This design comes from an exercise in tuning for small area, a short achievable clock period and few clock cycles per item on the open sky130 flow, not from production work.
At most, simulation tests tie the RTL to the original design; equivalence was not proved.
Power and IR drop assume default switching activity.

==> job 6347 <==
// rtp_depkt
module rtp_depkt (
  input  wire        clk,
  input  wire        rst,
  input  wire        in_valid,
  input  wire [7:0]  in_data,
  input  wire        in_last,
  output wire        in_ready,
  input  wire [11:0] sps_w,
  input  wire [11:0] sps_h,
  output reg         fo_valid,
  output reg  [7:0]  fo_data,
  output reg         fo_last,
  output reg         st_valid,
  output reg  [1:0]  st_hdr,
  output reg  [2:0]  st_kind,
  output reg  [3:0]  st_action,
  output reg         st_marker,
  output reg  [15:0] st_seq,
  output reg  [6:0]  st_payload_len,
  output reg         st_seq_exp_valid,
  output reg  [15:0] st_seq_expected,
  output reg         st_seq_anomaly,
  output reg         st_res_change,
  output reg         st_au_abandoned,
  output reg  [7:0]  st_attempted_len,
  output wire        st_re_state,
  output wire [11:0] st_width,
  output wire [11:0] st_height,
  output wire [31:0] st_anomaly_count
);
clock: 10.0 ns
lec_check: 0
cap_margin: 20
core_margin: 2
core_utilization: 40
place_density: 0.6
slew_margin: 20
run.sh (not shown) runs the stock make flow with config.mk's settings and CLKGATE_MAP_FILE= SYNTH_SCRIPT=/design/flow/synth_recipe.tcl, a recipe that flattens the netlist after the stock synthesis.
==> job 8985: changes against job 6347 <==
SETUP_SLACK_MARGIN = 5   (was unset)
==> reports/metrics.yaml <==
layout:
  antennaDiodeCount: 14
  final_cell_mix: "edfxtp_1, nor2_1, mux4_2"
  multi_input_area_share_pct: 25.1
  seq_area_share_pct: 60.6
  fillers: 16100
  clkbuf_count: 234
grt:
  antenna_found_initial: 5
  grtUsageTotal_pct: 19.9
  met2_usage_pct: 32.3
critical_path:
  arrival_ns: 7.05
  crit_chain: "inv_1, fa_1, inv_1, a21o_1, a21oi_1, xnor2_1, nand2_1, o31ai_1, ha_1, ha_1, nor2b_1, a221oi_1, o311a_1, nor4b_1, nor3_1, a21oi_1, and3_1, nor2_1, a311oi_1"
status:
  outcome: "no timing/DRC/antenna violations"
clock_network:
  post_cts_buffers: 0
  ctsResizeCount: 0
placement:
  dp_hpwl_um: 126000
route:
  wl_per_cell_um: 25.8
  met3_length_um: 11400
sta:
  layout_min_cycle_time_ns: 6.33
  hold_ws_ns: 0.397
  max_freq_ghz: 0.158
power_and_ir_drop:
  seq_power_share_pct: 51.1
worst_hold_path:
  hold_end: "cch[9][3]"
-- figures above: job 6347

==> reports/metrics.yaml <==
layout:
  final_cell_mix: "edfxtp_1, nor2_1, mux4_2"
  multi_input_area_share_pct: 25.3
  clkbuf_count: 238
  fillers: 16100
grt:
  met2_usage_pct: 32.2
  grtUsageTotal_pct: 20.0
  antenna_found_initial: 11
status:
  outcome: "no timing/DRC/antenna violations"
route:
  wl_per_cell_um: 25.9
sta:
  hold_ws_ns: 0.392
  max_freq_ghz: 0.204
critical_path:
  arrival_ns: 5.59
  cpLargestDelayFamily: "adder cells"
  crit_chain: "ha_1, inv_1, fa_2, inv_2, ha_1, ha_1, inv_1, fa_1, nor2b_2, o211ai_1, a211oi_2, nor3_1, a31oi_2, nor2_4, o21a_4, inv_1, ha_1, inv_1, ha_1, inv_1, fa_1, xnor2_1, nor2_1"
clock_network:
  post_cts_buffers: 9
  ctsResizeCount: 35
worst_hold_path:
  hold_end: "cch[15][7]"
placement:
  dp_hpwl_um: 125000
floorplanning:
  start_util_pct: 40.3
-- figures above: job 8985

Function was not checked in any run of this note: the RTL went through the layout flow alone.


==> yarrow: inputs <==
Another version of the RTL of rtp_depkt (not shown whole).
==> flow/config.mk <==
export PLATFORM = sky130hd
export DESIGN_NAME = rtp_depkt
export DESIGN_NICKNAME = rtp_depkt
export VERILOG_FILES = /design/flow/design.v
export SDC_FILE = /design/flow/constraint.sdc
export NUM_CORES = 4
export LEC_CHECK = 0
export CAP_MARGIN = 20
export CORE_MARGIN = 2
export CORE_UTILIZATION = 40
export PLACE_DENSITY = 0.6
export SLEW_MARGIN = 20
==> flow/constraint.sdc <==
create_clock -name core_clock -period 10.0 [get_ports {clk}]
set_input_delay 2.0000 -clock core_clock [delete_from_list [all_inputs] [get_ports {clk}]]
set_output_delay 2.0000 -clock core_clock [all_outputs]
set_load 0.01 [all_outputs]
standard.sh (not shown) runs the stock make flow with config.mk's settings and CLKGATE_MAP_FILE= SYNTH_SCRIPT=/design/flow/synth_recipe.tcl, a recipe that flattens the netlist after the stock synthesis.
==> flow/flow/run.sh <==
#!/bin/bash
set -euo pipefail
bash standard.sh SETUP_SLACK_MARGIN=6.5 finish > standard_flow.log 2>&1
==> violet (differences from yarrow) <==
--- a/flow/design.v
+++ b/flow/design.v
@@ -10,20 +10,20 @@
   output reg         fo_valid,
   output reg  [7:0]  fo_data,
   output reg         fo_last,
   output reg         st_valid,
   output reg  [1:0]  st_hdr,
   output reg  [2:0]  st_kind,
   output reg  [3:0]  st_action,
   output reg         st_marker,
-  output wire [15:0] st_seq,
+  output reg  [15:0] st_seq,
   output reg  [6:0]  st_payload_len,
-  output wire        st_seq_exp_valid,
-  output wire [15:0] st_seq_expected,
+  output reg         st_seq_exp_valid,
+  output reg  [15:0] st_seq_expected,
   output reg         st_seq_anomaly,
   output reg         st_res_change,
   output reg         st_au_abandoned,
   output reg  [7:0]  st_attempted_len,
   output wire        st_re_state,
   output wire [11:0] st_width,
   output wire [11:0] st_height,
   output wire [31:0] st_anomaly_count
@@ -61,27 +61,25 @@
   reg [6:0]  pr_plen;
   reg [1:0]  pr_hdr;
   reg        pr_p0;          
   reg        p2v;
   reg [2:0]  k2;
   reg [1:0]  h2;
   reg [6:0]  pl2;
   reg        m2, ovf2, big2, resc2, anom2, hres2;
-  reg [7:0]  att2;
+  reg [7:0]  rp6;            
   reg [7:0]  addv2;
-  reg        st_acc;
   reg [7:0]  stg [0:15];
   reg [7:0]  cch [0:23];
   reg [4:0]  sps_len;
   reg [3:0]  pps_len;
   reg        sps_cm, pps_cm;
   reg [11:0] width, height;
   reg        seq_valid;
-  reg        seq_upd;
   reg [15:0] seq_exp;
   reg [31:0] anom_cnt;
   reg [7:0]  au_buf [0:127];
   reg [7:0]  rd;             
   reg [7:0]  au_start;       
   reg [7:0]  au_cnt;         
   reg        re_state;
   reg        cp_en;
@@ -100,19 +98,16 @@
   reg        em_dat;         
   reg [1:0]  em_sc;
   reg [6:0]  em_rem;
   assign in_ready         = rdy;
   assign st_re_state      = re_state;
   assign st_width         = width;
   assign st_height        = height;
   assign st_anomaly_count = anom_cnt;
-  assign st_seq           = st_acc ? seq : 16'd0;
-  assign st_seq_exp_valid = st_acc & seq_valid;
-  assign st_seq_expected  = (st_acc & seq_valid) ? seq_exp : 16'd0;
   wire [5:0]  pre      = {1'b0, sps_len} + {2'b0, pps_len} + 6'd6;
   wire [7:0]  pre8     = {2'b0, pre};
   wire        cp_done  = (cp_rem == 6'd0);
   wire        acc_hdr  = v_ok & pt_ok;
   wire        at12     = (hi == 7'd12);
   wire        at13     = (hi == 7'd13);
   wire        gt12     = (hi > 7'd12);
   wire [4:0]  ht       = hd[4:0];
@@ -146,31 +141,22 @@
   wire [4:0]  cp_src1  = cp_src + 5'd1;
   wire [4:0]  cp_nsrc  = (~cp_src[4] & (cp_src1 == sps_len)) ? 5'd24 :
                          (cp_src == 5'd26) ? ((pps_len == 4'd0) ? 5'd27 : 5'd16) :
                          ((cp_src[4:3] == 2'b10) & (cp_src1[3:0] == pps_len)) ? 5'd27 : cp_src1;
   wire [3:0]  stg_idx  = hi[3:0] - 4'd12;
   wire        accepted = (pr_hdr == H_ACCEPTED);
   wire [7:0]  plen8    = {1'b0, pr_plen};
   wire [2:0]  kind     = ~accepted ? K_NONE : ~pr_p0 ? K_UNKNOWN : kk;
-  wire [7:0]  len_idr  = 8'd3 + pre8 + plen8;
-  wire [7:0]  len_non  = 8'd3 + plen8;
-  wire [7:0]  len_fus  = (fus_idr ? pre8 : 8'd0) + 8'd2 + plen8;
-  wire [8:0]  len_cont = {1'b0, au_cnt} + {1'b0, plen8} + 9'd1;
-  reg         ovf1;
-  reg  [7:0]  att1;
-  always @(*) begin
-    case (kind)
-      K_IDR:    begin ovf1 = (len_idr > 8'd128);   att1 = len_idr; end
-      K_NONIDR: begin ovf1 = (len_non > 8'd128);   att1 = len_non; end
-      K_FUS:    begin ovf1 = (len_fus > 8'd128);   att1 = len_fus; end
-      K_FUC:    begin ovf1 = (len_cont > 9'd128);  att1 = len_cont[7:0]; end
-      default:  begin ovf1 = 1'b0;                 att1 = plen8; end
-    endcase
-  end
+  wire [7:0]  add_b    = (kind == K_FUC) ? au_cnt :
+                         ((kind == K_IDR) || ((kind == K_FUS) && fus_idr)) ? rp6 : 8'd0;
+  wire [7:0]  add_c    = (kind == K_FUC) ? 8'hfe : (kind == K_FUS) ? 8'hff : 8'h00;
+  wire [7:0]  addv1    = plen8 + add_b + add_c;
+  wire [8:0]  cont_sum = {1'b0, au_cnt} + {1'b0, plen8};
+  wire        ovf1     = (kind == K_FUC) && (cont_sum > 9'd127);
   wire        em_on    = (q_n != 3'd0);
   wire        em_pop   = em_on & em_dat & (em_rem == 7'd1);
   reg         q_push;
   reg  [6:0]  q_cnt;
   reg         n_re, emit, keep, own_keep;
   reg  [7:0]  n_start;
   reg  [4:0]  n_sl;
   reg  [3:0]  n_pl;
@@ -190,29 +176,29 @@
     p2v      <= 1'b0;
     wq_v     <= 1'b0;
     sps_cm   <= 1'b0;
     pps_cm   <= 1'b0;
     q_push = 1'b0;
     q_cnt  = addv2[6:0];
     cp_fresh <= 1'b0;
     cp_end   <= cp_wptr + {2'd0, cp_rem};
+    rp6      <= pre8;
     if (rst) begin
       rdy       <= 1'b0;
       sv        <= 1'b0;
       hv        <= 1'b0;
       bi        <= 7'd0;
       mode_au   <= 1'b0;
       mode_stg  <= 1'b0;
       sps_len   <= 5'd0;
       pps_len   <= 4'd0;
       width     <= 12'd0;
       height    <= 12'd0;
       seq_valid <= 1'b0;
-      seq_upd   <= 1'b0;
       anom_cnt  <= 32'd0;
       rd        <= 8'd0;
       au_start  <= 8'd0;
       au_cnt    <= 8'd0;
       re_state  <= 1'b0;
       cp_en     <= 1'b1;
       cp_wptr   <= 8'd0;
       cp_rem    <= 6'd6;
@@ -285,21 +271,16 @@
           pr_hdr  <= (hi < 7'd11) ? H_SHORT : ~v_ok ? H_VERSION : ~pt_ok ? H_PT : H_ACCEPTED;
         end
       end
       if (consume) begin
         if (hi == 7'd0) begin
           mode_au  <= 1'b0;
           mode_stg <= 1'b0;
         end
-        if ((hi == 7'd2) && seq_upd) begin
-          seq_upd   <= 1'b0;
-          seq_valid <= 1'b1;
-          seq_exp   <= seq + 16'd1;
-        end
         if (at12) begin
           p0f      <= hd[7:5];
           p0fu     <= (ht == 5'd28);
           mode_stg <= is12_ps;
           mode_au  <= is12_idr | is12_non;
           if (~own_busy) cp_en <= is12_idr | (cp_en & acc_hdr & (ht == 5'd28));
           if (is12_idr & ~cp_done) begin
             cp_own <= 1'b1;
@@ -329,17 +310,17 @@
             wofs    <= au_cnt;
           end
         end
         if (head_we) begin
           wq_v <= 1'b1;
           wq_a <= hw_addr[6:0];
           wq_d <= hw_data;
           wptr <= hw_addr + 8'd1;
-          wofs <= sel_st ? 8'd1 : sel_cp ? pre8 + 8'd1 : wofs + 8'd1;
+          wofs <= sel_st ? 8'd1 : sel_cp ? rp6 + 8'd1 : wofs + 8'd1;
         end else if (mode_au & ~is13_fu & gt12) begin
           wofs <= wofs + 8'd1;
         end
         if (hl) begin
           pv       <= 1'b1;
           cp_cdg   <= 1'b0;
           mode_au  <= 1'b0;
           mode_stg <= 1'b0;
@@ -347,111 +328,101 @@
       end
       if (pv) begin
         p2v   <= 1'b1;
         k2    <= kind;
         h2    <= pr_hdr;
         pl2   <= pr_plen;
         m2    <= mb;
         ovf2  <= ovf1;
-        att2  <= att1;
         big2  <= (kind == K_SPS) ? (pr_plen > 7'd16) : (pr_plen > 7'd8);
         resc2 <= (cap_w != 12'd0) && (cap_h != 12'd0) && (cap_w != width || cap_h != height);
         anom2 <= seq_valid && (seq != seq_exp);
         hres2 <= (width != 12'd0) && (height != 12'd0);
-        addv2 <= (kind == K_FUC) ? au_cnt + plen8 - 8'd2 :
-                 (kind == K_FUS) ? plen8 - 8'd1 + (fus_idr ? pre8 : 8'd0) :
-                 plen8 + ((kind == K_IDR) ? pre8 : 8'd0);
+        addv2 <= addv1;
       end
       if (p2v) begin
         st_valid         <= 1'b1;
-        st_acc           <= (h2 == H_ACCEPTED);
+        st_seq           <= (h2 == H_ACCEPTED) ? seq : 16'd0;
+        st_seq_exp_valid <= (h2 == H_ACCEPTED) & seq_valid;
+        st_seq_expected  <= ((h2 == H_ACCEPTED) & seq_valid) ? seq_exp : 16'd0;
         st_hdr           <= h2;
         st_kind          <= k2;
         st_marker        <= (h2 == H_ACCEPTED) & m2;
         st_payload_len   <= (h2 == H_ACCEPTED) ? pl2 : 7'd0;
         st_seq_anomaly   <= (h2 == H_ACCEPTED) & anom2;
         st_res_change    <= 1'b0;
         st_au_abandoned  <= 1'b0;
         st_attempted_len <= 8'd0;
         st_action        <= A_NONE;
         if (h2 == H_ACCEPTED) begin
-          seq_upd <= 1'b1;
+          seq_valid <= 1'b1;
+          seq_exp   <= seq + 16'd1;
           if (anom2) anom_cnt <= anom_cnt + 32'd1;
         end
         n_re    = re_state;
         n_start = au_start;
         n_sl    = sps_len;
         n_pl    = pps_len;
         emit    = 1'b0;
         keep    = 1'b0;
         case (k2)
           K_SPS: begin
             if (big2) begin
               st_action        <= A_PS_DROPPED;
-              st_attempted_len <= att2;
+              st_attempted_len <= {1'b0, pl2};
             end else begin
               sps_cm    <= 1'b1;
               sps_len   <= pl2[4:0];
               n_sl      = pl2[4:0];
               st_action <= A_CACHED_SPS;
               if (resc2) begin
                 width         <= cap_w;
                 height        <= cap_h;
                 st_res_change <= 1'b1;
               end
             end
           end
           K_PPS: begin
             if (big2) begin
               st_action        <= A_PS_DROPPED;
-              st_attempted_len <= att2;
+              st_attempted_len <= {1'b0, pl2};
             end else begin
               pps_cm    <= 1'b1;
               pps_len   <= pl2[3:0];
               n_pl      = pl2[3:0];
               st_action <= A_CACHED_PPS;
             end
           end
           K_IDR, K_NONIDR: begin
             st_au_abandoned <= re_state;
             n_re            = 1'b0;
             au_cnt          <= 8'd0;
-            if (ovf2) begin
-              st_action        <= A_AU_OVERFLOW;
-              st_attempted_len <= att2;
-            end else if (!hres2) begin
+            if (!hres2) begin
               st_action <= A_NO_RES;
             end else begin
               st_action <= A_EMITTED;
               emit      = 1'b1;
               keep      = 1'b1;
               n_start   = au_start + addv2;
             end
           end
           K_FUS: begin
             st_au_abandoned <= re_state;
-            if (ovf2) begin
-              st_action        <= A_AU_OVERFLOW;
-              st_attempted_len <= att2;
-              n_re             = 1'b0;
-              au_cnt           <= 8'd0;
-            end else begin
-              st_action <= A_AU_STARTED;
-              n_re      = 1'b1;
-              keep      = 1'b1;
-              au_cnt    <= addv2;
-            end
+            st_action       <= A_AU_STARTED;
+            n_re            = 1'b1;
+            keep            = 1'b1;
+            au_cnt          <= addv2;
           end
           K_FUC: begin
             if (!re_state) begin
               st_action <= A_ORPHAN;
             end else if (ovf2) begin
               st_action        <= A_AU_OVERFLOW;
-              st_attempted_len <= att2;
+              st_attempted_len <= addv2 + 8'd3;
               n_re             = 1'b0;
               au_cnt           <= 8'd0;
             end else if (m2 && !hres2) begin
               st_action <= A_NO_RES;
               n_re      = 1'b0;
               au_cnt    <= 8'd0;
             end else if (m2) begin
               st_action <= A_EMITTED;
Settings changed: CORE_UTILIZATION 40 to 55, CTS_CLUSTER_DIAMETER set to 80, CTS_CLUSTER_SIZE set to 30, PLACE_DENSITY 0.6 to 0.72.
==> run notes <==
Min path
The path with the worst hold slack has its endpoint at cch[9][2].

Final layout
The finished layout holds 7227 standard cells, fillers aside.

Setup path
In this run the critical register-to-register path is launched from sps_len[1]. The slowest cell on the critical path is sky130_fd_sc_hd__edfxtp_1.

Detailed routing
The total routed wirelength is 187000 um. The vias per cell is 5.65.

Floorplan
The die height is 432 um.

Placed design
The post-place setup slack is 5.32 ns.

STA
The final worst setup slack is 6.13 ns.

Pwr
The clock network fraction of total power is 0.430. The combinational share of power is 0.055.

Status
The run finished with no timing, DRC or antenna violations.
the above is filed under yarrow

==> run notes <==
Status
The flow ran to the end and the layout has no timing, DRC or antenna violations.

Min path
The hold path endpoint is cch[15][5].

Pwr
The combinational share of power is 0.062.

Floorplan
The die is 367 um tall.

Setup path
The slowest cell on the critical path is sky130_fd_sc_hd__mux4_2.

Final layout
Once layout is complete, the cells apart from fillers number 6229. Leaving out fill and tap cells, the most frequent cells in the layout are 1614 x sky130_fd_sc_hd__edfxtp_1, 343 x sky130_fd_sc_hd__mux4_2, 338 x sky130_fd_sc_hd__nor2_1.

STA
The final worst setup slack is 6.53 ns.

Placed design
At the placement stage, the worst setup path has a slack of 5.27 ns.

Detailed routing
The total routed wirelength is 165000 um.
the above is filed under violet

Testbench counts of yarrow, summed over its fixed seeds: cycles 76,713, datagrams 2,400.
Testbench counts of violet, summed over its fixed seeds: cycles 76,713, datagrams 2,400.

-- port drivers added, routing unchanged --
No port has a modelled driver above. Below, the same layouts with a new extraction and two added sets of constraints.
Step 1 assumes that a clkbuf_16 drives the clock port and a buf_2 every other input.
Step 2 moves the port delays by t, midway between the first and last clock arrival at a register: inputs arrive t later, outputs are due t later. That takes back most of the time a late clock gives input paths.
Slacks: no drivers / after step 1 / after step 2; pairs: no drivers / after step 1.
run | t (ns) | slack for setup (ns) | worst setup path after step 2 | slew at the worst register clock pin (ns) | cell pins on the clock port's net
job 6347 | 0.899 | 3.666 / 3.666 / 3.666 | register to register | 0.07 / 0.07 | 1
job 8985 | 0.895 | 5.101 / 5.101 / 4.861 | input to register | 0.07 / 0.07 | 1
yarrow | 0.905 | 6.132 / 6.051 / 5.707 | input to register | 0.07 / 0.07 | 1
violet | 0.762 | 6.529 / 6.458 / 5.900 | input to register | 0.11 / 0.11 | 1
After both steps every run listed still meets setup and hold. For violet, which loses most, drivers alone change the setup slack by -0.071 ns; drivers and shift together by -0.629 ns.
